From an optimization exercise on the open Yosys and OpenROAD flow, aimed at small area, a short achievable clock period and few clock cycles per item; shortcuts taken in it are not production practice. At most, simulation tests tie the RTL to the original design; equivalence was not proved. No activity file was given, so power comes from the tool's default toggle rates.

// mag_preamble
module mag_preamble (
    input  wire        clk,
    input  wire        rst,           
    input  wire        in_valid,
    output wire        in_ready,
    input  wire [7:0]  in_i,
    input  wire [7:0]  in_q,
    output wire        out_valid,
    input  wire        out_ready,
    output wire [15:0] out_mag,
    output wire [3:0]  out_verdict
);
clock: 12.0 ns
lec_check: 0
cap_margin: 20
core_margin: 2
core_utilization: 40
slew_margin: 20
standard.sh (not shown) runs the stock make flow with config.mk's settings and CLKGATE_MAP_FILE= SYNTH_SCRIPT=/design/flow/synth_recipe.tcl, a recipe that flattens the netlist after the stock synthesis.
==> flow/flow/run.sh <==
#!/bin/bash
bash standard.sh SETUP_SLACK_MARGIN=8.6 CTS_CLUSTER_SIZE=24 CTS_CLUSTER_DIAMETER=100 CORE_UTILIZATION=75 PLACE_DENSITY=0.85 finish > standard.log 2>&1
Testbench counts at the start, summed over its fixed seeds: cycles 6,076, items 6,000.
==> next run, changes <==
==> flow/flow/run.sh (replaced) <==
#!/bin/bash
bash standard.sh SETUP_SLACK_MARGIN=8.6 CTS_CLUSTER_SIZE=24 CTS_CLUSTER_DIAMETER=100 finish > standard.log 2>&1
Result: The new run ran to the end with no violations; count of clock-buffer cells in the layout went down by 8; synthesized cell count does not change; fmax goes down by 0.47%; power shrinks by 5.8%; wire length is lower by about 11%; combinational power fell by about 12%.

Starting RTL as in the previous note.
==> flow/config.mk <==
export PLATFORM = sky130hd
export DESIGN_NAME = mag_preamble
export DESIGN_NICKNAME = mag_preamble
export VERILOG_FILES = /design/flow/design.v
export SDC_FILE = /design/flow/constraint.sdc
export NUM_CORES = 4
export LEC_CHECK = 0
export CAP_MARGIN = 20
export CORE_MARGIN = 2
export CORE_UTILIZATION = 40
export SLEW_MARGIN = 20
==> flow/constraint.sdc <==
create_clock -name core_clock -period 12.0 [get_ports {clk}]
set_input_delay 2.4000 -clock core_clock [delete_from_list [all_inputs] [get_ports {clk}]]
set_output_delay 2.4000 -clock core_clock [all_outputs]
set_load 0.01 [all_outputs]
==> flow/flow/run.sh <==
#!/bin/bash
bash standard.sh SETUP_SLACK_MARGIN=8.6 CTS_CLUSTER_SIZE=24 CTS_CLUSTER_DIAMETER=100 CORE_UTILIZATION=65 PLACE_DENSITY=0.75 finish > standard.log 2>&1
The starting point went through all stages and came out clean.
Testbench counts at the start, summed over its fixed seeds: cycles 6,076, items 6,000.
Change:
==> flow/flow/run.sh (replaced) <==
#!/bin/bash
bash standard.sh SETUP_SLACK_MARGIN=8.6 CTS_CLUSTER_SIZE=28 CTS_CLUSTER_DIAMETER=100 CORE_UTILIZATION=55 PLACE_DENSITY=0.68 finish > standard.log 2>&1
What happened:
- The changed run completed with no timing, DRC or antenna violations
- synthesized cell count stays the same
- clock power rose by about 3%
- die area rose by 18%
- clock skew is about the same
- count of clock-buffer cells in the layout rose by 4
- final cell count rose by 2.4%
- utilization fell by 11 points
- total power fell by 3.1%
- setup slack gets worse by 0.028 ns
Change:
==> flow/flow/run.sh (replaced) <==
#!/bin/bash
bash standard.sh SETUP_SLACK_MARGIN=8.75 CTS_CLUSTER_SIZE=24 CTS_CLUSTER_DIAMETER=100 CORE_UTILIZATION=55 PLACE_DENSITY=0.68 finish > standard.log 2>&1
Effect: Die area stays the same. Register-to-register slack hardly moves. Global-route usage is about the same. Via count stays flat. Wire length increases by 0.81%. Non-clock buffer count is higher by 58. Maximum frequency shrinks by about 0.43%.

--- another note on this design; it stands on its own ---

==> job 9849 <==
Design mag_preamble, start of the top module:
module mag_preamble (
    input  wire        clk,
    input  wire        rst,           
    input  wire        in_valid,
    output wire        in_ready,
    input  wire [7:0]  in_i,
    input  wire [7:0]  in_q,
    output wire        out_valid,
    input  wire        out_ready,
    output wire [15:0] out_mag,
    output wire [3:0]  out_verdict
);
clock: 12.0 ns
lec_check: 0
cap_margin: 20
core_margin: 2
core_utilization: 40
slew_margin: 20
standard.sh (not shown) runs the stock make flow with config.mk's settings and CLKGATE_MAP_FILE= SYNTH_SCRIPT=/design/flow/synth_recipe.tcl, a recipe that flattens the netlist after the stock synthesis.
==> flow/flow/run.sh <==
#!/bin/bash
bash standard.sh SETUP_SLACK_MARGIN=8.9 finish > standard.log 2>&1
==> inputs of job 5226, as changes to job 9849 <==
==> flow/flow/run.sh (replaced) <==
#!/bin/bash
bash standard.sh SETUP_SLACK_MARGIN=8.2 finish > standard.log 2>&1
==> comparison table <==
|  | job 5226 | job 9849 |
|---|---|---|
| Post CTS Setup Buffer Count | 22 | 74 |
| Fraction of area in registers | 0.441 | 0.427 |
| Total track usage | 0.152 | 0.156 |
| Slack of the worst reg-to-reg path | 8180 ps | 8190 ps |
| Average vias per placed instance | 4.92 | 4.95 |
| Switching part of the total power | 0.350 | 0.352 |
| Hold slack | 393 ps | 392 ps |
| Layout buffer count excluding clock buffers | 100 | 182 |
| Run status | complete, no violations | complete, no violations |
| Sum of met3 wire segment lengths after detailed routing | 3.32 mm | 3.70 mm |
| Fill cell count | 9444 | 9288 |
| Combinational gate power | 6.28 mW | 7.27 mW |
| Total power draw | 14.3 mW | 15.2 mW |
| Achievable clock frequency | 0.262 GHz | 0.262 GHz |
| Worst-case setup margin in the final layout | 8180 ps | 8190 ps |
| Iteration-0 DRC Markers | 1378 | 1461 |
| Crit share post-route | 0.318 | 0.318 |
| Total power per unit cell area | 295 mW/mm^2 | 305 mW/mm^2 |
| Crit path required time | 12400 ps | 12410 ps |
| Final design instance area without fill | 0.0483 sq mm | 0.0499 sq mm |
| Leak Pwr | 20.8 nW | 21.4 nW |
| Met3 track demand over resource in global routing | 0.0274 | 0.0277 |
| Post-route minimum period | 3820 ps | 3810 ps |
| Via count of the first global-routing pass | 24500 | 24900 |
| Post-cts repair resize count | 56 | 227 |
| Share of power burned in combinational logic | 0.440 | 0.477 |
| Routed metal-1 wire length | 38.1 mm | 38.8 mm |
Function was not checked in any run of this note: the RTL went through the layout flow alone.

[afterwards: timing with drivers on the ports]
The results above use ideal ports. As a check the final layouts listed here were re-extracted and re-timed, cells and wires unchanged. Step 1: set_driving_cell puts a clkbuf_16 on clk and a buf_2 on each other input, an assumption about the parent block. Step 2 also shifts input and output timing later by t, the mid clock arrival at the registers, as if the neighbouring blocks saw the same clock. a / b / c = ideal ports / drivers / drivers and shift; a / b = the first two.
run | t (ns) | setup slack, ns | latest minus earliest clock arrival (ns)
the first run of note 1 | 0.658 | 8.492 / 8.466 / 8.199 | 0.034 / 0.034
the second run of note 1 | 0.673 | 8.475 / 8.408 / 8.103 | 0.052 / 0.052
the first run of note 2 | 0.653 | 8.520 / 8.455 / 8.209 | 0.048 / 0.047
the second run of note 2 | 0.669 | 8.491 / 8.428 / 8.198 | 0.042 / 0.042
the third run of note 2 | 0.655 | 8.476 / 8.413 / 8.225 | 0.046 / 0.046
job 9849 | 0.724 | 8.185 / 8.163 / 8.185 | 0.044 / 0.045
job 5226 | 0.720 | 8.180 / 8.169 / 8.179 | 0.043 / 0.043
After both steps every run listed still meets setup and hold. The setup slack of the second run of note 1, which loses most, moves by -0.067 ns with the drivers and by -0.372 ns with both steps.
